This design comes from an exercise in tuning for small area and a short achievable clock period on the open sky130 flow, not from production work.
Only simulation tests tie the RTL to the original design; equivalence was not proved.

==> run a <==
Design fp_format_converter, start of the top module:
module fp_format_converter (
    input  wire        clk,
    input  wire        rst,
    input  wire        req_valid,
    input  wire [4:0]  req_op,
    input  wire [63:0] req_a,
    input  wire [63:0] req_b,
    output reg         rsp_valid,
    output reg  [2:0]  rsp_status,
    output reg  [63:0] rsp_data,
    output reg         rsp_flush
);
    localparam [2:0] ST_OK    = 3'd0,
                     ST_NAN   = 3'd1,
                     ST_INF   = 3'd2,
                     ST_RANGE = 3'd3,
                     ST_ILL   = 3'd5;
    localparam integer NS = 6;
    function integer rows;
        input integer st;
        begin
            case (st)
                1: rows = 4;
                2: rows = 5;
                3: rows = 5;
                4: rows = 5;
                5: rows = 5;
                default: rows = 4;
            endcase
        end
    endfunction
    function integer rows_to;    
        input integer st;
        integer k;
        begin
            rows_to = 0;
            for (k = 1; k <= st; k = k + 1) rows_to = rows_to + rows(k);
        end
    endfunction
    localparam integer N1 = 4;
    reg        v1;
    reg [4:0]  op1;
    reg [63:0] a1;
    reg [47:0] b1;
    always @(posedge clk) begin
        if (rst) v1 <= 1'b0;
        else     v1 <= req_valid;
        op1 <= req_op;
        a1  <= req_a;
        b1  <= req_b[47:0];
    end
    wire [47:0] w  = a1[47:0];
    wire [47:0] v  = b1;
    wire        wz = (w[46:39] == 8'd0);
    wire        vz = (v[46:39] == 8'd0);
    wire        w_ge_v;
    wire [46:0] w_m_v;
    real48_add #(.W(47)) u_cmp (.a(w[46:0]), .b(~v[46:0]), .cin(1'b1), .s(w_m_v), .cout(w_ge_v));
    wire        w_eq_v = (w[46:0] == v[46:0]);
    reg lt, gt;
    always @* begin
        if (wz && vz) begin
            lt = 1'b0; gt = 1'b0;
        end else if (wz) begin
            lt = ~v[47]; gt = v[47];
        end else if (vz) begin
            lt = w[47]; gt = ~w[47];
        end else if (w[47] != v[47]) begin
            lt = w[47]; gt = v[47];
        end else begin
            lt = w[47] ? (w_ge_v & ~w_eq_v) : ~w_ge_v;
            gt = w[47] ? ~w_ge_v : (w_ge_v & ~w_eq_v);
        end
    end
    wire [7:0]  x_e = a1[30:23];
    wire [22:0] x_f = a1[22:0];
  ...
make LEC_CHECK=0 ABC_AREA=1 CAP_MARGIN=20 CORE_MARGIN=2 CORE_UTILIZATION=35 PLACE_DENSITY=0.5 SLEW_MARGIN=20 finish   # period 110.0 ns
run.sh (not shown) runs the stock make flow with config.mk's settings and CLKGATE_MAP_FILE= SYNTH_SCRIPT=/design/flow/synth_recipe.tcl, a recipe that flattens the netlist after the stock synthesis.
==> run b (differences from run a) <==
--- a/flow/design.v
+++ b/flow/design.v
@@ -1935,16 +1935,16 @@
     localparam integer NS = 6;
     function integer rows;
         input integer st;
         begin
             case (st)
-                1: rows = 4;
+                1: rows = 5;
                 2: rows = 5;
                 3: rows = 5;
                 4: rows = 5;
                 5: rows = 5;
-                default: rows = 4;
+                default: rows = 3;
             endcase
         end
     endfunction
     function integer rows_to;    
         input integer st;
@@ -1952,11 +1952,11 @@
         begin
             rows_to = 0;
             for (k = 1; k <= st; k = k + 1) rows_to = rows_to + rows(k);
         end
     endfunction
-    localparam integer N1 = 4;
+    localparam integer N1 = 5;
     reg        v1;
     reg [4:0]  op1;
     reg [63:0] a1;
     reg [47:0] b1;
     always @(posedge clk) begin
@@ -2072,11 +2072,11 @@
     wire [3*N1-1:0] q_s1;
     real48_div_rows #(.N(N1), .FIRST(1)) u_rows1 (
         .ys_in({3'b000, 1'b1, w[38:0]}), .yc_in(43'd0), .dm({1'b1, v[38:0]}),
         .ys_out(ys_s1), .yc_out(yc_s1), .q_out(q_s1)
     );
-    wire [67:0] pay1 = is_div ? {1'b0, w[47] ^ v[47], dv_e, wz, vz, v[38:0], 3'b000, q_s1}
+    wire [67:0] pay1 = is_div ? {1'b0, w[47] ^ v[47], dv_e, wz, vz, v[38:0], q_s1}
                               : {st_n, fl_n, data_n};
     genvar b;
     generate for (b = 1; b < NS; b = b + 1) begin : stg
         localparam integer PW = 68 + 3 * (rows_to(b) - N1);
         reg          vld, ar, dv;
@@ -2118,61 +2118,60 @@
     real48_div_rows #(.N(NL)) u_rowsl (
         .ys_in(stg[NS-1].ys), .yc_in(stg[NS-1].yc), .dm({1'b1, payl[PL-15 -: 39]}),
         .ys_out(ys_l), .yc_out(yc_l), .q_out(q_l)
     );
     wire [83:0] qd = {payl[3*(rows_to(NS-1)) - 1 : 0], q_l};
-    wire [42:0] rem;
-    wire        rem_co;
-    real48_add #(.W(43)) u_rem (.a(ys_l), .b(yc_l), .cin(1'b0), .s(rem), .cout(rem_co));
-    wire [63:0] d4 = payl[PL-5 -: 64];
-    wire [2:0]  st4 = payl[PL-1 -: 3];
-    wire        fl4 = payl[PL-4];
-    reg        vx, arx, dvx;
-    reg [97:0] resx;
-    always @(posedge clk) begin
-        if (rst) vx <= 1'b0;
-        else     vx <= vl;
-        arx  <= arl;
-        dvx  <= dvl;
-        resx <= dvl ? {payl[PL-2 -: 13], qd, rem[42]} : {st4, fl4, d4, 30'd0};
-    end
-    wire [83:0] qdx = resx[84:1];
     reg  [55:0] qp, qn;
     integer m;
     always @* begin
         for (m = 0; m < 28; m = m + 1) begin
-            qp[2*m +: 2] = qdx[3*m+2] ? 2'b00 : qdx[3*m +: 2];
-            qn[2*m +: 2] = qdx[3*m+2] ? qdx[3*m +: 2] : 2'b00;
+            qp[2*m +: 2] = qd[3*m+2] ? 2'b00 : qd[3*m +: 2];
+            qn[2*m +: 2] = qd[3*m+2] ? qd[3*m +: 2] : 2'b00;
         end
     end
+    wire [42:0] rem;
+    wire        rem_co;
+    real48_add #(.W(43)) u_rem (.a(ys_l), .b(yc_l), .cin(1'b0), .s(rem), .cout(rem_co));
     wire [55:0] quo;
     wire        quo_co;
-    real48_add #(.W(56)) u_quo (.a(qp), .b(~qn), .cin(~resx[0]), .s(quo), .cout(quo_co));
+    real48_add #(.W(56)) u_quo (.a(qp), .b(~qn), .cin(~rem[42]), .s(quo), .cout(quo_co));
     wire        d_top  = quo[54];
     wire [38:0] d_kept = d_top ? quo[53:15] : quo[52:14];
     wire        d_inc  = d_top ? (&quo[14:1]) : (&quo[13:0]);
-    wire        d_sign = resx[97];
-    wire [9:0]  d_e    = resx[96:87];
-    wire        d_za   = resx[86];
-    wire        d_zb   = resx[85];
-    wire [63:0]       dx     = resx[93:30];
-    wire              x_zero = dvx ? d_za : dx[59];
-    wire              x_sign = dvx ? d_sign : dx[47];
-    wire              x_inc  = dvx ? d_inc : dx[58];
-    wire [38:0]       x_kept = dvx ? d_kept : dx[38:0];
-    wire signed [9:0] x_exp  = dvx ? $signed(d_e) + $signed({9'd0, d_top}) : $signed(dx[57:48]);
-    wire              zbx    = dvx & d_zb;
+    wire [63:0] d4 = payl[PL-5 -: 64];
+    wire [2:0]  st4 = payl[PL-1 -: 3];
+    wire        fl4 = payl[PL-4];
+    wire        d_sign = payl[PL-2];
+    wire [9:0]  d_e    = payl[PL-3 -: 10];
+    wire        d_za   = payl[PL-13];
+    wire        d_zb   = payl[PL-14];
+    wire        f_zero = dvl ? d_za : d4[59];
+    wire        f_sign = dvl ? d_sign : d4[47];
+    wire        f_inc  = dvl ? d_inc : d4[58];
+    wire [38:0] f_kept = dvl ? d_kept : d4[38:0];
+    wire signed [9:0] f_e = dvl ? $signed(d_e) + $signed({9'd0, d_top}) : $signed(d4[57:48]);
+    reg        vx, arx, zbx;
+    reg [67:0] resx;
+    always @(posedge clk) begin
+        if (rst) vx <= 1'b0;
+        else     vx <= vl;
+        arx  <= arl;
+        zbx  <= dvl & d_zb;
+        resx <= arl ? {4'd0, 4'd0, f_zero, f_inc, f_e, f_sign, 8'd0, f_kept} : {st4, fl4, d4};
+    end
+    wire [63:0]       dx    = resx[63:0];
+    wire              x_zero = dx[59];
     wire [39:0]       man_r;
     wire              man_co;
-    real48_add #(.W(40)) u_inc (.a({1'b0, x_kept}), .b(40'd0), .cin(x_inc), .s(man_r), .cout(man_co));
-    wire signed [9:0] e48   = x_exp + $signed({9'd0, man_r[39]});
+    real48_add #(.W(40)) u_inc (.a({1'b0, dx[38:0]}), .b(40'd0), .cin(dx[58]), .s(man_r), .cout(man_co));
+    wire signed [9:0] e48   = $signed(dx[57:48]) + $signed({9'd0, man_r[39]});
     reg [2:0]  st_f;
     reg [63:0] data_f;
     reg        fl_f;
     always @* begin
-        st_f   = resx[97:95];
-        fl_f   = resx[94];
+        st_f   = resx[67:65];
+        fl_f   = resx[64];
         data_f = dx;
         if (arx) begin
             fl_f   = 1'b0;
             st_f   = ST_OK;
             data_f = 64'd0;
@@ -2181,11 +2180,11 @@
             else if (x_zero)
                 data_f = 64'd0;
             else if (e48 < 10'sd1 || e48 > 10'sd255)
                 st_f = ST_RANGE;
             else
-                data_f = {16'd0, x_sign, e48[7:0], man_r[38:0]};
+                data_f = {16'd0, dx[47], e48[7:0], man_r[38:0]};
         end
     end
     always @(posedge clk) begin
         if (rst) rsp_valid <= 1'b0;
         else     rsp_valid <= vx;
- CORE_UTILIZATION: 35 -> 50
- PLACE_DENSITY: 0.5 -> 0.62
==> run c (differences from run a) <==
--- a/flow/design.v
+++ b/flow/design.v
@@ -1935,16 +1935,16 @@
     localparam integer NS = 6;
     function integer rows;
         input integer st;
         begin
             case (st)
-                1: rows = 4;
+                1: rows = 5;
                 2: rows = 5;
                 3: rows = 5;
                 4: rows = 5;
                 5: rows = 5;
-                default: rows = 4;
+                default: rows = 3;
             endcase
         end
     endfunction
     function integer rows_to;    
         input integer st;
@@ -1952,11 +1952,11 @@
         begin
             rows_to = 0;
             for (k = 1; k <= st; k = k + 1) rows_to = rows_to + rows(k);
         end
     endfunction
-    localparam integer N1 = 4;
+    localparam integer N1 = 5;
     reg        v1;
     reg [4:0]  op1;
     reg [63:0] a1;
     reg [47:0] b1;
     always @(posedge clk) begin
@@ -2072,11 +2072,11 @@
     wire [3*N1-1:0] q_s1;
     real48_div_rows #(.N(N1), .FIRST(1)) u_rows1 (
         .ys_in({3'b000, 1'b1, w[38:0]}), .yc_in(43'd0), .dm({1'b1, v[38:0]}),
         .ys_out(ys_s1), .yc_out(yc_s1), .q_out(q_s1)
     );
-    wire [67:0] pay1 = is_div ? {1'b0, w[47] ^ v[47], dv_e, wz, vz, v[38:0], 3'b000, q_s1}
+    wire [67:0] pay1 = is_div ? {1'b0, w[47] ^ v[47], dv_e, wz, vz, v[38:0], q_s1}
                               : {st_n, fl_n, data_n};
     genvar b;
     generate for (b = 1; b < NS; b = b + 1) begin : stg
         localparam integer PW = 68 + 3 * (rows_to(b) - N1);
         reg          vld, ar, dv;
@@ -2118,61 +2118,60 @@
     real48_div_rows #(.N(NL)) u_rowsl (
         .ys_in(stg[NS-1].ys), .yc_in(stg[NS-1].yc), .dm({1'b1, payl[PL-15 -: 39]}),
         .ys_out(ys_l), .yc_out(yc_l), .q_out(q_l)
     );
     wire [83:0] qd = {payl[3*(rows_to(NS-1)) - 1 : 0], q_l};
-    wire [42:0] rem;
-    wire        rem_co;
-    real48_add #(.W(43)) u_rem (.a(ys_l), .b(yc_l), .cin(1'b0), .s(rem), .cout(rem_co));
-    wire [63:0] d4 = payl[PL-5 -: 64];
-    wire [2:0]  st4 = payl[PL-1 -: 3];
-    wire        fl4 = payl[PL-4];
-    reg        vx, arx, dvx;
-    reg [97:0] resx;
-    always @(posedge clk) begin
-        if (rst) vx <= 1'b0;
-        else     vx <= vl;
-        arx  <= arl;
-        dvx  <= dvl;
-        resx <= dvl ? {payl[PL-2 -: 13], qd, rem[42]} : {st4, fl4, d4, 30'd0};
-    end
-    wire [83:0] qdx = resx[84:1];
     reg  [55:0] qp, qn;
     integer m;
     always @* begin
         for (m = 0; m < 28; m = m + 1) begin
-            qp[2*m +: 2] = qdx[3*m+2] ? 2'b00 : qdx[3*m +: 2];
-            qn[2*m +: 2] = qdx[3*m+2] ? qdx[3*m +: 2] : 2'b00;
+            qp[2*m +: 2] = qd[3*m+2] ? 2'b00 : qd[3*m +: 2];
+            qn[2*m +: 2] = qd[3*m+2] ? qd[3*m +: 2] : 2'b00;
         end
     end
+    wire [42:0] rem;
+    wire        rem_co;
+    real48_add #(.W(43)) u_rem (.a(ys_l), .b(yc_l), .cin(1'b0), .s(rem), .cout(rem_co));
     wire [55:0] quo;
     wire        quo_co;
-    real48_add #(.W(56)) u_quo (.a(qp), .b(~qn), .cin(~resx[0]), .s(quo), .cout(quo_co));
+    real48_add #(.W(56)) u_quo (.a(qp), .b(~qn), .cin(~rem[42]), .s(quo), .cout(quo_co));
     wire        d_top  = quo[54];
     wire [38:0] d_kept = d_top ? quo[53:15] : quo[52:14];
     wire        d_inc  = d_top ? (&quo[14:1]) : (&quo[13:0]);
-    wire        d_sign = resx[97];
-    wire [9:0]  d_e    = resx[96:87];
-    wire        d_za   = resx[86];
-    wire        d_zb   = resx[85];
-    wire [63:0]       dx     = resx[93:30];
-    wire              x_zero = dvx ? d_za : dx[59];
-    wire              x_sign = dvx ? d_sign : dx[47];
-    wire              x_inc  = dvx ? d_inc : dx[58];
-    wire [38:0]       x_kept = dvx ? d_kept : dx[38:0];
-    wire signed [9:0] x_exp  = dvx ? $signed(d_e) + $signed({9'd0, d_top}) : $signed(dx[57:48]);
-    wire              zbx    = dvx & d_zb;
+    wire [63:0] d4 = payl[PL-5 -: 64];
+    wire [2:0]  st4 = payl[PL-1 -: 3];
+    wire        fl4 = payl[PL-4];
+    wire        d_sign = payl[PL-2];
+    wire [9:0]  d_e    = payl[PL-3 -: 10];
+    wire        d_za   = payl[PL-13];
+    wire        d_zb   = payl[PL-14];
+    wire        f_zero = dvl ? d_za : d4[59];
+    wire        f_sign = dvl ? d_sign : d4[47];
+    wire        f_inc  = dvl ? d_inc : d4[58];
+    wire [38:0] f_kept = dvl ? d_kept : d4[38:0];
+    wire signed [9:0] f_e = dvl ? $signed(d_e) + $signed({9'd0, d_top}) : $signed(d4[57:48]);
+    reg        vx, arx, zbx;
+    reg [67:0] resx;
+    always @(posedge clk) begin
+        if (rst) vx <= 1'b0;
+        else     vx <= vl;
+        arx  <= arl;
+        zbx  <= dvl & d_zb;
+        resx <= arl ? {4'd0, 4'd0, f_zero, f_inc, f_e, f_sign, 8'd0, f_kept} : {st4, fl4, d4};
+    end
+    wire [63:0]       dx    = resx[63:0];
+    wire              x_zero = dx[59];
     wire [39:0]       man_r;
     wire              man_co;
-    real48_add #(.W(40)) u_inc (.a({1'b0, x_kept}), .b(40'd0), .cin(x_inc), .s(man_r), .cout(man_co));
-    wire signed [9:0] e48   = x_exp + $signed({9'd0, man_r[39]});
+    real48_add #(.W(40)) u_inc (.a({1'b0, dx[38:0]}), .b(40'd0), .cin(dx[58]), .s(man_r), .cout(man_co));
+    wire signed [9:0] e48   = $signed(dx[57:48]) + $signed({9'd0, man_r[39]});
     reg [2:0]  st_f;
     reg [63:0] data_f;
     reg        fl_f;
     always @* begin
-        st_f   = resx[97:95];
-        fl_f   = resx[94];
+        st_f   = resx[67:65];
+        fl_f   = resx[64];
         data_f = dx;
         if (arx) begin
             fl_f   = 1'b0;
             st_f   = ST_OK;
             data_f = 64'd0;
@@ -2181,11 +2180,11 @@
             else if (x_zero)
                 data_f = 64'd0;
             else if (e48 < 10'sd1 || e48 > 10'sd255)
                 st_f = ST_RANGE;
             else
-                data_f = {16'd0, x_sign, e48[7:0], man_r[38:0]};
+                data_f = {16'd0, dx[47], e48[7:0], man_r[38:0]};
         end
     end
     always @(posedge clk) begin
         if (rst) rsp_valid <= 1'b0;
         else     rsp_valid <= vx;
==> comparison <==
- In run b the first-iteration DRC count is larger than in run c, by 16%.
- Cell count, highest first: run a, run c, run b.
- The highest count of clock-buffer cells in the layout belongs to run c, the lowest to run b.
- Global-route usage, highest first: run b, run c, run a.
- In run b the register-to-register slack is worse than in run c, by 0.73 ns.
- Against run c, the wire length of run b is smaller by 7.1%.
- Of run c and run b, run b has the higher via count (gap about 1%, measured against run b).
- In run b the hold slack is higher than in run c, by 0.061 ns.
- Die area: run b < run c < run a.

==> what the ideal ports hide <==
The flow's constraints put no driver on any port. The routed layouts listed below were extracted and timed again, unchanged, in two steps. Step 1 (the two cells are an assumption about what drives the block):
set clk [get_ports {clk}]
set_driving_cell -lib_cell sky130_fd_sc_hd__clkbuf_16 $clk
set_driving_cell -lib_cell sky130_fd_sc_hd__buf_2 [delete_from_list [all_inputs] $clk]
Step 2, shift: input delay + t, output delay - t, t = (earliest + latest rising clock arrival at the registers) / 2. This alone moves slack from input paths to output paths. a / b / c = ideal / step 1 / step 2; a / b = the first two.
run	t, ns	setup slack, ns	hold WS [ns]	worst setup path after step 2	slew at the worst register clock pin (ns)
run a	0.950	86.226 / 86.124 / 87.074	0.244 / 0.244 / 0.244	register to output	0.07 / 0.07
run b	0.897	86.218 / 86.098 / 86.986	0.314 / 0.314 / 0.314	register to register	0.07 / 0.07
run c	0.951	86.235 / 86.124 / 87.075	0.253 / 0.253 / 0.253	register to output	0.07 / 0.07
After both steps every run listed still meets setup and hold.
